This is an optimization exercise on Yosys and OpenROAD, whose aim is small area, not a production implementation.
Function was checked by simulation only, so behaviour that the tests miss may differ from the original.
The clock port is modelled as an ideal driver, which makes a skipped or thinned clock tree look cheaper than it is; a real chip needs a root buffer or a tree.
Power is estimated from default activity; no workload was simulated.

== the reference run ==
==> flow/design.v (excerpt) <==
module owb_slave (
    input  wire        clk,
    input  wire        por,             
    input  wire        line_in,         
    input  wire [63:0] identity,        
    output wire        line_drive_low
);
For scale: ~19 flip-flops, ~68 I/O pins.
clock: 10.0 ns
lec_check: 0
abc_area: 1
cap_margin: 20
core_margin: 2
core_utilization: 40
slew_margin: 20
standard.sh (not shown) runs the stock make flow with config.mk's settings and CLKGATE_MAP_FILE= SYNTH_SCRIPT=/design/flow/synth_recipe.tcl, a recipe that flattens the netlist after the stock synthesis.
==> flow/flow/run.sh <==
#!/bin/bash
# Own layout flow: the standard ORFS flow (standard.sh) with these changes.
# - The identity multiplexer (module owb_idmux) is taken from the hand-mapped
#   gate-level netlist flow/idmux_gl.v instead of being synthesised from the RTL.
# - Synthesis is synth_recipe.tcl unchanged except for its abc call
#   (flow/synth.tcl): ABC maps the design with each area-only script in
#   flow/abc_scripts.txt and the smallest mapping is kept. Yosys's adder
#   extraction is off (ADDER_MAP_FILE empty), so ABC maps the counters too.
# - The port buffers are buf_1 cells.
# - Clock tree synthesis uses clkbuf_4 buffers and adds no dummy loads; then
#   flow/post_cts.tcl makes the root buffer, which drives only the leaf
#   buffers, a clkbuf_2, and each leaf buffer driving more than 10 clock
#   pins a clkbuf_8.
# Logs: subst.log, flow_make.log (all of make's and ORFS's output) and ORFS's
# own per-step logs under orfs/logs.
set -euo pipefail
W=$PWD
export OWB_WORK_DIR=$W
export OWB_FLOW_DIR=$W/flow
python3 flow/subst.py design.v flow/idmux_gl.v > design_own.v 2> subst.log
export BUFFER_PORTS_ARGS="-buffer_cell sky130_fd_sc_hd__buf_1"
export CTS_ARGS="${OWB_CTS_ARGS:--repair_clock_nets -buf_list sky130_fd_sc_hd__clkbuf_4 -root_buf sky130_fd_sc_hd__clkbuf_4 -dont_use_dummy_load}"
export POST_CTS_TCL=$W/flow/post_cts.tcl
bash standard.sh VERILOG_FILES=$W/design_own.v SYNTH_SCRIPT=$W/flow/synth.tcl ADDER_MAP_FILE= finish > flow_make.log 2>&1
==> flow/flow/post_cts.tcl <==
# After clock tree synthesis (which builds the tree from clkbuf_4 cells):
# the root buffer, the one the clock port drives, only drives the leaf
# buffers and becomes a clkbuf_2; a leaf buffer that drives more than 10
# clock pins becomes a clkbuf_8, to keep the slew at its flip-flops low.
# Then the placement is legalised again.
proc owb_sinks {inst} {
  set n 0
  foreach it [$inst getITerms] {
    if {![$it isOutputSignal]} { continue }
    set net [$it getNet]
    if {$net eq "NULL"} { continue }
    foreach s [$net getITerms] {
      if {[$s isInputSignal]} { incr n }
    }
  }
  return $n
}
set changes {}
foreach inst [[ord::get_db_block] getInsts] {
  if {![string match sky130_fd_sc_hd__clkbuf_* [[$inst getMaster] getName]]} { continue }
  set root 0
  foreach it [$inst getITerms] {
    if {![$it isInputSignal]} { continue }
    set n [$it getNet]
    if {$n ne "NULL" && [$n getName] eq "clk"} { set root 1 }
  }
  set fanout [owb_sinks $inst]
  if {$root} {
    lappend changes [list [$inst getName] sky130_fd_sc_hd__clkbuf_2 $fanout]
  } elseif {$fanout > 10} {
    lappend changes [list [$inst getName] sky130_fd_sc_hd__clkbuf_8 $fanout]
  }
}
foreach c $changes {
  lassign $c name cell fanout
  puts "post_cts.tcl: $name (fanout $fanout) -> $cell"
  replace_cell [get_cells $name] $cell
}
detailed_placement
check_placement -verbose
Other scripts of this flow, unchanged in this note and not shown: flow/flow/abc_scripts.txt, flow/flow/idmux_gl.v, flow/flow/subst.py, flow/flow/synth.tcl
[inputs] the trial run vs the reference run
diff --git a/flow/flow/run.sh b/flow/flow/run.sh
--- a/flow/flow/run.sh
+++ b/flow/flow/run.sh
@@ -10 +10 @@
-# - Clock tree synthesis uses clkbuf_4 buffers and adds no dummy loads; then
+# - Clock tree synthesis uses clkbuf_8 buffers and adds no dummy loads; then
@@ -12,2 +12 @@
-#   buffers, a clkbuf_2, and each leaf buffer driving more than 10 clock
-#   pins a clkbuf_8.
+#   buffers, a clkbuf_2.
@@ -22 +21 @@
-export CTS_ARGS="${OWB_CTS_ARGS:--repair_clock_nets -buf_list sky130_fd_sc_hd__clkbuf_4 -root_buf sky130_fd_sc_hd__clkbuf_4 -dont_use_dummy_load}"
+export CTS_ARGS="${OWB_CTS_ARGS:--repair_clock_nets -buf_list sky130_fd_sc_hd__clkbuf_8 -root_buf sky130_fd_sc_hd__clkbuf_8 -dont_use_dummy_load}"
==> flow/flow/post_cts.tcl <==
# After clock tree synthesis (which builds the tree from clkbuf_8 cells), the
# root buffer, the one the clock port drives, only drives the leaf buffers:
# make it a clkbuf_2, then legalise the placement again.
set roots {}
foreach inst [[ord::get_db_block] getInsts] {
  if {![string match sky130_fd_sc_hd__clkbuf_* [[$inst getMaster] getName]]} { continue }
  foreach it [$inst getITerms] {
    if {![$it isInputSignal]} { continue }
    set n [$it getNet]
    if {$n ne "NULL" && [$n getName] eq "clk"} { lappend roots $inst }
  }
}
foreach inst $roots {
  puts "post_cts.tcl: [$inst getName] [[$inst getMaster] getName] -> sky130_fd_sc_hd__clkbuf_2"
  replace_cell [get_cells [$inst getName]] sky130_fd_sc_hd__clkbuf_2
}
detailed_placement
check_placement -verbose
Findings:
The lower part of the power in the clock network of the reference run and the trial run is in the reference run. Against the reference run, worst IR drop on VDD in the trial run came out worse. The trial run — worst hold margin 0.0039 ns lower, the reference run as reference. Compared with the reference run, the trial run shows a final setup slack of the worst path that is 0.039 ns lower. Changes observed in the trial run relative to the reference run: layout cell share with drive strength beyond 1 now sits at about the same level; final worst-path cycle share now sits higher; combinational-cell power consumption now sits at about the same level; cell area now sits higher.


== run a ==
Another version of the RTL of owb_slave (not shown whole).
For scale: roughly 190 cells after synthesis, roughly 0.0014 mm² of cells after synthesis.
Settings: LEC_CHECK=0, ABC_AREA=1, CAP_MARGIN=20, CORE_MARGIN=2, CORE_UTILIZATION=40, SLEW_MARGIN=20; clock period 10.0 ns.
==> flow/flow/run.sh <==
#!/bin/bash
# Own layout flow: the standard ORFS flow (standard.sh) with these changes.
# - The identity multiplexer (module owb_idmux) is taken from the hand-mapped
#   gate-level netlist flow/idmux_gl.v instead of being synthesised from the RTL.
# - Synthesis is synth_recipe.tcl unchanged except for its abc call
#   (flow/synth.tcl): ABC maps the design with each area-only script in
#   flow/abc_scripts.txt and the smallest mapping is kept. Yosys's adder
#   extraction is off (ADDER_MAP_FILE empty), so ABC maps the counters too.
# - The port buffers are buf_1 cells.
# - Clock tree synthesis uses clkbuf_4 buffers and adds no dummy loads.
# Logs: subst.log, flow_make.log (all of make's and ORFS's output) and ORFS's
# own per-step logs under orfs/logs.
set -euo pipefail
W=$PWD
export OWB_WORK_DIR=$W
export OWB_FLOW_DIR=$W/flow
python3 flow/subst.py design.v flow/idmux_gl.v > design_own.v 2> subst.log
export BUFFER_PORTS_ARGS="-buffer_cell sky130_fd_sc_hd__buf_1"
export CTS_ARGS="${OWB_CTS_ARGS:--repair_clock_nets -buf_list sky130_fd_sc_hd__clkbuf_4 -root_buf sky130_fd_sc_hd__clkbuf_4 -dont_use_dummy_load}"
bash standard.sh VERILOG_FILES=$W/design_own.v SYNTH_SCRIPT=$W/flow/synth.tcl ADDER_MAP_FILE= finish > flow_make.log 2>&1
==> flow/flow/abc_scripts.txt <==
strash; dc2; &get -n; &dch; &nf -a -R 1000; &put; topo
strash; &get -n; &dch -f; &nf -a -R 1000; &put; topo
strash; &get -n; &fraig -x; &dc2; &dch -f; &nf -a -R 2000; &put; topo
strash; dch; map -a; topo
strash; dc2; &get -n; &dch; &nf -a -R 1000; &put; strash; dc2; &get -n; &dch; &nf -a -R 1000; &put; topo
strash; balance; rewrite; refactor; balance; rewrite; rewrite -z; balance; refactor -z; rewrite -z; balance; &get -n; &dch -f; &nf -a -R 1000; &put; topo
strash; dch; amap; topo
strash; dc2; dch -f; amap; topo
Other scripts of this flow, unchanged in this note and not shown: flow/flow/idmux_gl.v, flow/flow/subst.py, flow/flow/synth.tcl
### run a -> run b
diff --git a/flow/flow/run.sh b/flow/flow/run.sh
--- a/flow/flow/run.sh
+++ b/flow/flow/run.sh
@@ -10 +10,3 @@
-# - Clock tree synthesis uses clkbuf_4 buffers and adds no dummy loads.
+# - Clock tree synthesis uses clkbuf_8 buffers and adds no dummy loads; then
+#   flow/post_cts.tcl makes the root buffer, which drives only the leaf
+#   buffers, a clkbuf_2.
@@ -19 +21,2 @@
-export CTS_ARGS="${OWB_CTS_ARGS:--repair_clock_nets -buf_list sky130_fd_sc_hd__clkbuf_4 -root_buf sky130_fd_sc_hd__clkbuf_4 -dont_use_dummy_load}"
+export CTS_ARGS="${OWB_CTS_ARGS:--repair_clock_nets -buf_list sky130_fd_sc_hd__clkbuf_8 -root_buf sky130_fd_sc_hd__clkbuf_8 -dont_use_dummy_load}"
+export POST_CTS_TCL=$W/flow/post_cts.tcl
diff --git a/flow/flow/abc_scripts.txt b/flow/flow/abc_scripts.txt
--- a/flow/flow/abc_scripts.txt
+++ b/flow/flow/abc_scripts.txt
@@ -8,0 +9,5 @@
+strash; dc2; &get -n; &dch; &nf -a -R 1000; &put; strash; dc2; &get -n; &dch; &nf -a -R 1000; &put; strash; dc2; &get -n; &dch; &nf -a -R 1000; &put; topo
+strash; dc2; &get -n; &dch; &nf -a -R 1000; &put; strash; dc2; &get -n; &dch; &nf -a -R 1000; &put; strash; dc2; &get -n; &dch; &nf -a -R 1000; &put; strash; dc2; &get -n; &dch; &nf -a -R 1000; &put; topo
+strash; dc2; &get -n; &dch; &nf -a -R 1000; &put; strash; &get -n; &dch -f; &nf -a -R 1000; &put; topo
+strash; &get -n; &dch -f; &nf -a -R 1000; &put; strash; dc2; &get -n; &dch; &nf -a -R 1000; &put; topo
+strash; dc2; &get -n; &dch; &nf -a -R 1000; &put; strash; dc2; &get -n; &dch; &nf -a -R 1000; &put; strash; dc2; &get -n; &dch; &nf -a -R 1000; &put; strash; dc2; &get -n; &dch; &nf -a -R 1000; &put; strash; dc2; &get -n; &dch; &nf -a -R 1000; &put; strash; dc2; &get -n; &dch; &nf -a -R 1000; &put; topo
==> flow/flow/post_cts.tcl (new file) <==
# After clock tree synthesis (which builds the tree from clkbuf_8 cells), the
# root buffer, the one the clock port drives, only drives the leaf buffers:
# make it a clkbuf_2, then legalise the placement again.
set roots {}
foreach inst [[ord::get_db_block] getInsts] {
  if {![string match sky130_fd_sc_hd__clkbuf_* [[$inst getMaster] getName]]} { continue }
  foreach it [$inst getITerms] {
    if {![$it isInputSignal]} { continue }
    set n [$it getNet]
    if {$n ne "NULL" && [$n getName] eq "clk"} { lappend roots $inst }
  }
}
foreach inst $roots {
  puts "post_cts.tcl: [$inst getName] [[$inst getMaster] getName] -> sky130_fd_sc_hd__clkbuf_2"
  replace_cell [get_cells [$inst getName]] sky130_fd_sc_hd__clkbuf_2
}
detailed_placement
check_placement -verbose
Findings:
Relative to run a, relative contribution of the clock network to total power increased by 4.8 points in run b.
The post-layout worst setup margin of run b is lower than that of run a.
Comparing run b and run a, switching fraction of total power is higher on run b.
When run b is measured against run a, its total length of routed met2 wires turns out about 2% lower.
Run b ended up with a lower wire length than run a did.
Compared to run a, run b leaves less free space in the core.
Post-route met1 wirelength (run b vs. run a) increases by a few percent
Run b vs run a, final critical delay including setup and external delays went up by 0.081 ns.
Run b against run a: wire length of the first global-routing pass shows no meaningful change; part of the power in registers shows a reduction of 4.1 points; synthesis-to-finish area growth shows an increase of 0.86 points.


run 1:
The RTL this note starts from:
==> flow/design.v <==
module owb_slave (
    input  wire        clk,
    input  wire        por,             
    input  wire        line_in,         
    input  wire [63:0] identity,        
    output wire        line_drive_low
);
    localparam [1:0] P_WAIT    = 2'd0;
    localparam [1:0] P_SLOT    = 2'd1;
    localparam [1:0] P_RSTPOLL = 2'd3;
    localparam [1:0] P_RSTSEQ  = 2'd2;
    localparam [2:0] M_IDLE  = 3'd0;    
    localparam [2:0] M_DC    = 3'd1;    
    localparam [2:0] M_RXA   = 3'd2;    
    localparam [2:0] M_RXB   = 3'd3;    
    localparam [2:0] M_DB    = 3'd4;    
    localparam [2:0] M_DA    = 3'd5;    
    localparam [2:0] M_REP   = 3'd6;    
    reg [1:0] ph;
    reg [7:0] t;
    reg [2:0] m;
    reg [5:0] cur;
    wire b;                             
    wire er    = m[2];                         
    wire armed = er & (b ^ (m != M_DB));    
    wire t0   = (t[4:0] == 5'd0);               
    wire t28  = t[4] & t[3] & t[2];             
    wire t198 = t[7] & t[6] & t[2] & t[1];      
    wire tz   = (t == 8'd0);                    
    wire tpr  = t[7] | t[6] | t[5] | t[4];      
    wire t164 = t[7] & t[5] & t[2];             
    assign line_drive_low = ((ph == P_SLOT) & t[7]) | ((ph == P_RSTSEQ) & tpr);
    reg [1:0] n_ph;
    reg [7:0] n_t;
    reg       ev_wbit, wbit, ev_rearm;
    always @(*) begin
        n_ph     = ph;
        n_t      = t + 1'b1;
        ev_wbit  = 1'b0;
        wbit     = 1'b0;
        ev_rearm = 1'b0;
        case (ph)
            P_WAIT: begin
                n_t     = {armed, 5'd0, t[0] & ~line_in, line_in};
                if (t[1]) begin
                    if (!armed && er) begin
                        ev_rearm = 1'b1;                  
                        if (!line_in) n_ph = P_RSTPOLL;
                    end else begin
                        if (!line_in) n_ph = P_SLOT;
                    end
                end
            end
            P_SLOT: begin
                if (line_in) n_t[1:0] = 2'b01;
                if (t28) begin
                    n_t[7] = 1'b0;
                    n_ph = line_in ? P_WAIT : P_RSTPOLL;
                    if (t[7]) ev_rearm = 1'b1;            
                    else       ev_wbit  = 1'b1;           
                end else if (line_in) begin
                    n_ph = P_WAIT;
                    if (!t0) begin
                        ev_wbit = 1'b1;                   
                        wbit    = 1'b1;
                    end
                end
            end
            P_RSTPOLL: begin
                if (t198) begin                           
                    n_t      = {6'd0, line_in, 1'b0};
                    n_ph     = P_RSTSEQ;
                end else if (line_in) begin
                    n_ph = P_WAIT;
                    n_t[1:0] = 2'b01;
                end
            end
            default: begin  
                if (tz) n_t = {6'd0, line_in, 1'b0};
                if (t164) begin
                    n_ph = P_WAIT;
                    n_t[0] = 1'b0;      
                end
            end
        endcase
    end
    reg [2:0] n_m;
    reg [5:0] n_cur;
    wire [2:0] bi = cur[2:0];
    always @(*) begin
        n_m   = m;
        n_cur = cur;
        if (ph == P_RSTSEQ)
            n_cur = 6'd56;
        else if (ev_wbit || (ev_rearm && m == M_REP))
            n_cur = cur + 1'b1;
        if (ev_wbit) begin
            case (m)
                M_RXA, M_RXB: begin
                    if (bi == 3'd0)
                        n_m = wbit ? M_RXA : M_RXB;
                    else if (wbit != ((m == M_RXA) ? ~bi[1] : bi[2]))
                        n_m = M_IDLE;
                    else if (bi == 3'd7)
                        n_m = (m == M_RXA) ? M_REP : M_DA;
                end
                M_DC: begin
                    if (wbit != b || cur == 6'd63)
                        n_m = M_IDLE;                     
                    else
                        n_m = M_DA;
                end
                default: ;
            endcase
        end
        if (ev_rearm) begin
            case (m)
                M_REP: if (cur == 6'd63) n_m = M_IDLE;
                M_DA:  n_m = M_DB;
                M_DB:  n_m = M_DC;
                default: ;
            endcase
        end
        if (ph == P_RSTSEQ) n_m = M_RXA;
    end
    owb_idmux u_idmux (
        .d   (identity),
        .sln (~(8'd1 << cur[2:0])),
        .hi  (cur[5:3]),
        .b   (b)
    );
    always @(posedge clk) begin
        if (por) begin
            ph   <= P_WAIT;
            m    <= M_IDLE;
            t[1:0] <= 2'b00;
        end else begin
            ph   <= n_ph;
            m    <= n_m;
            t[1:0] <= n_t[1:0];
        end
        t[7:2] <= n_t[7:2];
        cur <= n_cur;
    end
endmodule
module owb_idmux (
    input  wire [63:0] d,
    input  wire [7:0]  sln,
    input  wire [2:0]  hi,
    output wire        b
);
    wire [7:0] g;
    genvar i;
    generate
        for (i = 0; i < 8; i = i + 1) begin : grp
            assign g[i] = &(d[8*i +: 8] | sln);
        end
    endgenerate
    assign b = g[hi];
endmodule
clock: 10.0 ns
lec_check: 0
abc_area: 1
cap_margin: 20
core_margin: 2
core_utilization: 40
slew_margin: 20
==> flow/flow/run.sh <==
#!/bin/bash
# Own layout flow: the standard ORFS flow (standard.sh) with these changes.
# - The identity multiplexer (module owb_idmux) is taken from the hand-mapped
#   gate-level netlist flow/idmux_gl.v instead of being synthesised from the RTL.
# - Synthesis is synth_recipe.tcl unchanged except for its abc call
#   (flow/synth.tcl): ABC maps the design with each area-only script in
#   flow/abc_scripts.txt and the smallest mapping is kept. Yosys's adder
#   extraction is off (ADDER_MAP_FILE empty), so ABC maps the counters too.
# - The port buffers are buf_1 cells.
# - Clock tree synthesis uses clkbuf_4 buffers and adds no dummy loads; then
#   flow/post_cts.tcl removes the root buffer, which drives only the two leaf
#   buffers, so that the clock port drives them, and makes each leaf buffer
#   driving more than 10 clock pins a clkbuf_8.
# Logs: subst.log, flow_make.log (all of make's and ORFS's output) and ORFS's
# own per-step logs under orfs/logs.
set -euo pipefail
W=$PWD
export OWB_WORK_DIR=$W
export OWB_FLOW_DIR=$W/flow
python3 flow/subst.py design.v flow/idmux_gl.v > design_own.v 2> subst.log
export BUFFER_PORTS_ARGS="-buffer_cell sky130_fd_sc_hd__buf_1"
export CTS_ARGS="${OWB_CTS_ARGS:--repair_clock_nets -buf_list sky130_fd_sc_hd__clkbuf_4 -root_buf sky130_fd_sc_hd__clkbuf_4 -dont_use_dummy_load}"
export POST_CTS_TCL=$W/flow/post_cts.tcl
bash standard.sh VERILOG_FILES=$W/design_own.v SYNTH_SCRIPT=$W/flow/synth.tcl ADDER_MAP_FILE= finish > flow_make.log 2>&1
==> flow/flow/abc_scripts.txt <==
strash; dc2; &get -n; &dch; &nf -a -R 1000; &put; topo
strash; &get -n; &dch -f; &nf -a -R 1000; &put; topo
strash; &get -n; &fraig -x; &dc2; &dch -f; &nf -a -R 2000; &put; topo
strash; dch; map -a; topo
strash; dc2; &get -n; &dch; &nf -a -R 1000; &put; strash; dc2; &get -n; &dch; &nf -a -R 1000; &put; topo
strash; balance; rewrite; refactor; balance; rewrite; rewrite -z; balance; refactor -z; rewrite -z; balance; &get -n; &dch -f; &nf -a -R 1000; &put; topo
strash; dch; amap; topo
strash; dc2; dch -f; amap; topo
strash; dc2; &get -n; &dch; &nf -a -R 1000; &put; strash; dc2; &get -n; &dch; &nf -a -R 1000; &put; strash; dc2; &get -n; &dch; &nf -a -R 1000; &put; topo
strash; dc2; &get -n; &dch; &nf -a -R 1000; &put; strash; dc2; &get -n; &dch; &nf -a -R 1000; &put; strash; dc2; &get -n; &dch; &nf -a -R 1000; &put; strash; dc2; &get -n; &dch; &nf -a -R 1000; &put; topo
strash; dc2; &get -n; &dch; &nf -a -R 1000; &put; strash; &get -n; &dch -f; &nf -a -R 1000; &put; topo
strash; &get -n; &dch -f; &nf -a -R 1000; &put; strash; dc2; &get -n; &dch; &nf -a -R 1000; &put; topo
strash; dc2; &get -n; &dch; &nf -a -R 1000; &put; strash; dc2; &get -n; &dch; &nf -a -R 1000; &put; strash; dc2; &get -n; &dch; &nf -a -R 1000; &put; strash; dc2; &get -n; &dch; &nf -a -R 1000; &put; strash; dc2; &get -n; &dch; &nf -a -R 1000; &put; strash; dc2; &get -n; &dch; &nf -a -R 1000; &put; topo
strash; &get -n; &dch -f; &nf -a -R 1000; &put; strash; &get -n; &dch -f; &nf -a -R 1000; &put; strash; &get -n; &dch -f; &nf -a -R 1000; &put; strash; &get -n; &dch -f; &nf -a -R 1000; &put; topo
strash; dc2; &get -n; &dch -x; &nf -a -R 1000; &put; strash; dc2; &get -n; &dch -x; &nf -a -R 1000; &put; strash; dc2; &get -n; &dch -x; &nf -a -R 1000; &put; strash; dc2; &get -n; &dch -x; &nf -a -R 1000; &put; topo
strash; dc2; &get -n; &dch; &nf -a -R 1000; &put; strash; &get -n; &dch -f; &nf -a -R 1000; &put; strash; dc2; &get -n; &dch; &nf -a -R 1000; &put; strash; &get -n; &dch -f; &nf -a -R 1000; &put; topo
strash; &get -n; &synch2; &nf -a -R 1000; &put; strash; dc2; &get -n; &dch; &nf -a -R 1000; &put; strash; dc2; &get -n; &dch; &nf -a -R 1000; &put; strash; dc2; &get -n; &dch; &nf -a -R 1000; &put; topo
strash; dc2; &get -n; &dch; &nf -a -R 1000; &put; strash; dc2; &get -n; &dch; &nf -a -R 1000; &put; strash; dc2; &get -n; &dch; &nf -a -R 1000; &put; strash; dc2; &get -n; &dch; &nf -a -R 1000; &put; strash; &get -n; &dch -f; &nf -a -R 1000; &put; topo
strash; dc2; &get -n; &dch; &nf -a -R 2000 -C 24; &put; strash; dc2; &get -n; &dch; &nf -a -R 1000; &put; strash; dc2; &get -n; &dch; &nf -a -R 1000; &put; strash; dc2; &get -n; &dch; &nf -a -R 1000; &put; topo
strash; dc2; &get -n; &dch; &nf -a -R 1000; &put; mfs3 -a; topo
strash; dc2; &get -n; &dch; &nf -a -R 1000; &put; strash; dc2; &get -n; &dch; &nf -a -R 1000; &put; strash; dc2; &get -n; &dch; &nf -a -R 1000; &put; strash; dc2; &get -n; &dch; &nf -a -R 1000; &put; mfs3 -a; topo
strash; &get -n; &synch2; &nf -a -R 1000; &put; strash; dc2; &get -n; &dch; &nf -a -R 1000; &put; strash; dc2; &get -n; &dch; &nf -a -R 1000; &put; strash; dc2; &get -n; &dch; &nf -a -R 1000; &put; mfs3 -a; topo
strash; dc2; &get -n; &dch; &nf -a -R 1000; &put; strash; dc2; &get -n; &dch; &nf -a -R 1000; &put; strash; dc2; &get -n; &dch; &nf -a -R 1000; &put; strash; dc2; &get -n; &dch; &nf -a -R 1000; &put; mfs3 -ae -H 5 -R 4; topo
strash; &get -n; &synch2; &nf -a -R 1000; &put; strash; dc2; &get -n; &dch; &nf -a -R 1000; &put; strash; dc2; &get -n; &dch; &nf -a -R 1000; &put; strash; dc2; &get -n; &dch; &nf -a -R 1000; &put; mfs3 -ae -H 5 -R 4; topo
strash; dc2; &get -n; &dch; &nf -a -R 1000; &put; mfs3 -ae -H 5 -R 4; strash; dc2; &get -n; &dch; &nf -a -R 1000; &put; mfs3 -ae -H 5 -R 4; strash; dc2; &get -n; &dch; &nf -a -R 1000; &put; mfs3 -ae -H 5 -R 4; topo
strash; dc2; &get -n; &dch; &nf -a -R 1000; &put; strash; dc2; &get -n; &dch; &nf -a -R 1000; &put; strash; dc2; &get -n; &dch; &nf -a -R 1000; &put; strash; dc2; &get -n; &dch; &nf -a -R 1000; &put; mfs3 -ae -K 8 -H 6 -R 4; topo
strash; &get -n; &deepsyn -I 20 -J 20 -S 0; &put; strash; dc2; &get -n; &dch; &nf -a -R 1000; &put; strash; dc2; &get -n; &dch; &nf -a -R 1000; &put; strash; dc2; &get -n; &dch; &nf -a -R 1000; &put; mfs3 -ae -H 5 -R 4; topo
strash; &get -n; &deepsyn -I 20 -J 20 -S 1; &put; strash; dc2; &get -n; &dch; &nf -a -R 1000; &put; strash; dc2; &get -n; &dch; &nf -a -R 1000; &put; strash; dc2; &get -n; &dch; &nf -a -R 1000; &put; mfs3 -ae -H 5 -R 4; topo
strash; &get -n; &deepsyn -I 20 -J 20 -S 2; &put; strash; dc2; &get -n; &dch; &nf -a -R 1000; &put; strash; dc2; &get -n; &dch; &nf -a -R 1000; &put; strash; dc2; &get -n; &dch; &nf -a -R 1000; &put; mfs3 -ae -H 5 -R 4; topo
strash; &get -n; &deepsyn -I 20 -J 20 -S 3; &put; strash; dc2; &get -n; &dch; &nf -a -R 1000; &put; strash; dc2; &get -n; &dch; &nf -a -R 1000; &put; strash; dc2; &get -n; &dch; &nf -a -R 1000; &put; mfs3 -ae -H 5 -R 4; topo
strash; &get -n; &deepsyn -I 20 -J 20; &put; strash; &get -n; &synch2; &nf -a -R 1000; &put; strash; dc2; &get -n; &dch; &nf -a -R 1000; &put; strash; dc2; &get -n; &dch; &nf -a -R 1000; &put; mfs3 -ae -H 5 -R 4; topo
strash; &get -n; &deepsyn -I 40 -J 20 -S 5; &put; strash; dc2; &get -n; &dch; &nf -a -R 1000; &put; strash; dc2; &get -n; &dch; &nf -a -R 1000; &put; strash; dc2; &get -n; &dch; &nf -a -R 1000; &put; mfs3 -ae -H 5 -R 4; topo
Other scripts of this flow, unchanged in this note and not shown: flow/flow/idmux_gl.v, flow/flow/post_cts.tcl, flow/flow/subst.py, flow/flow/synth.tcl
Run 1 went all the way through the flow, and no timing, DRC or antenna check failed.
Changes in run 2 relative to run 1:
--- a/flow/flow/abc_scripts.txt
+++ b/flow/flow/abc_scripts.txt
@@ -26,7 +26 @@
 strash; dc2; &get -n; &dch; &nf -a -R 1000; &put; strash; dc2; &get -n; &dch; &nf -a -R 1000; &put; strash; dc2; &get -n; &dch; &nf -a -R 1000; &put; strash; dc2; &get -n; &dch; &nf -a -R 1000; &put; mfs3 -ae -K 8 -H 6 -R 4; topo
-strash; &get -n; &deepsyn -I 20 -J 20 -S 0; &put; strash; dc2; &get -n; &dch; &nf -a -R 1000; &put; strash; dc2; &get -n; &dch; &nf -a -R 1000; &put; strash; dc2; &get -n; &dch; &nf -a -R 1000; &put; mfs3 -ae -H 5 -R 4; topo
-strash; &get -n; &deepsyn -I 20 -J 20 -S 1; &put; strash; dc2; &get -n; &dch; &nf -a -R 1000; &put; strash; dc2; &get -n; &dch; &nf -a -R 1000; &put; strash; dc2; &get -n; &dch; &nf -a -R 1000; &put; mfs3 -ae -H 5 -R 4; topo
-strash; &get -n; &deepsyn -I 20 -J 20 -S 2; &put; strash; dc2; &get -n; &dch; &nf -a -R 1000; &put; strash; dc2; &get -n; &dch; &nf -a -R 1000; &put; strash; dc2; &get -n; &dch; &nf -a -R 1000; &put; mfs3 -ae -H 5 -R 4; topo
-strash; &get -n; &deepsyn -I 20 -J 20 -S 3; &put; strash; dc2; &get -n; &dch; &nf -a -R 1000; &put; strash; dc2; &get -n; &dch; &nf -a -R 1000; &put; strash; dc2; &get -n; &dch; &nf -a -R 1000; &put; mfs3 -ae -H 5 -R 4; topo
-strash; &get -n; &deepsyn -I 20 -J 20; &put; strash; &get -n; &synch2; &nf -a -R 1000; &put; strash; dc2; &get -n; &dch; &nf -a -R 1000; &put; strash; dc2; &get -n; &dch; &nf -a -R 1000; &put; mfs3 -ae -H 5 -R 4; topo
-strash; &get -n; &deepsyn -I 40 -J 20 -S 5; &put; strash; dc2; &get -n; &dch; &nf -a -R 1000; &put; strash; dc2; &get -n; &dch; &nf -a -R 1000; &put; strash; dc2; &get -n; &dch; &nf -a -R 1000; &put; mfs3 -ae -H 5 -R 4; topo
## What came out
Run 2 closes out successfully: all stages finished, all timing, DRC and antenna checks passed. Going from run 1 to run 2, final non-filler cell total picked up an extra 4; minimum setup slack in the final design lost 0.085 ns. Min synthesized cell count across run 2 and run 1: run 1. From run 1 to run 2 the numbers moved as follows: total half-perimeter wirelength after legalization and detailed placement lost about 7%, top achievable clock speed shrank by about 1.8%, post-synthesis instance area now sits higher.

-- separate check: timing with driven ports --
How much do the figures lean on ideal ports? The routed layouts below were timed once more, with nothing changed but the port constraints. Step 1 assumes that a clkbuf_16 drives the clock port and a buf_2 every other input. Step 2 times the ports against the registers' clock, not the clock port: input delays grow and output delays shrink by t, the midpoint of the rising clock arrivals with the driver on. Slacks: ideal ports / drivers / drivers and shift; pairs: ideal ports / drivers.
run | t, ns | setup WS [ns] | worst data-port slew with drivers (ns)
the reference run | 0.320 | 5.566 / 5.564 / 5.244 | 0.04
the trial run | 0.302 | 5.527 / 5.525 / 5.223 | 0.04
run a | 0.318 | 5.513 / 5.514 / 5.196 | 0.04
run b | 0.298 | 5.431 / 5.426 / 5.128 | 0.05
run 1 | 0.169 | 5.440 / 5.446 / 5.276 | 0.04
run 2 | 0.169 | 5.355 / 5.352 / 5.183 | 0.04
After both steps every run listed still meets setup and hold. For the reference run, which loses most, drivers alone change the setup slack by -0.002 ns; drivers and shift together by -0.322 ns.
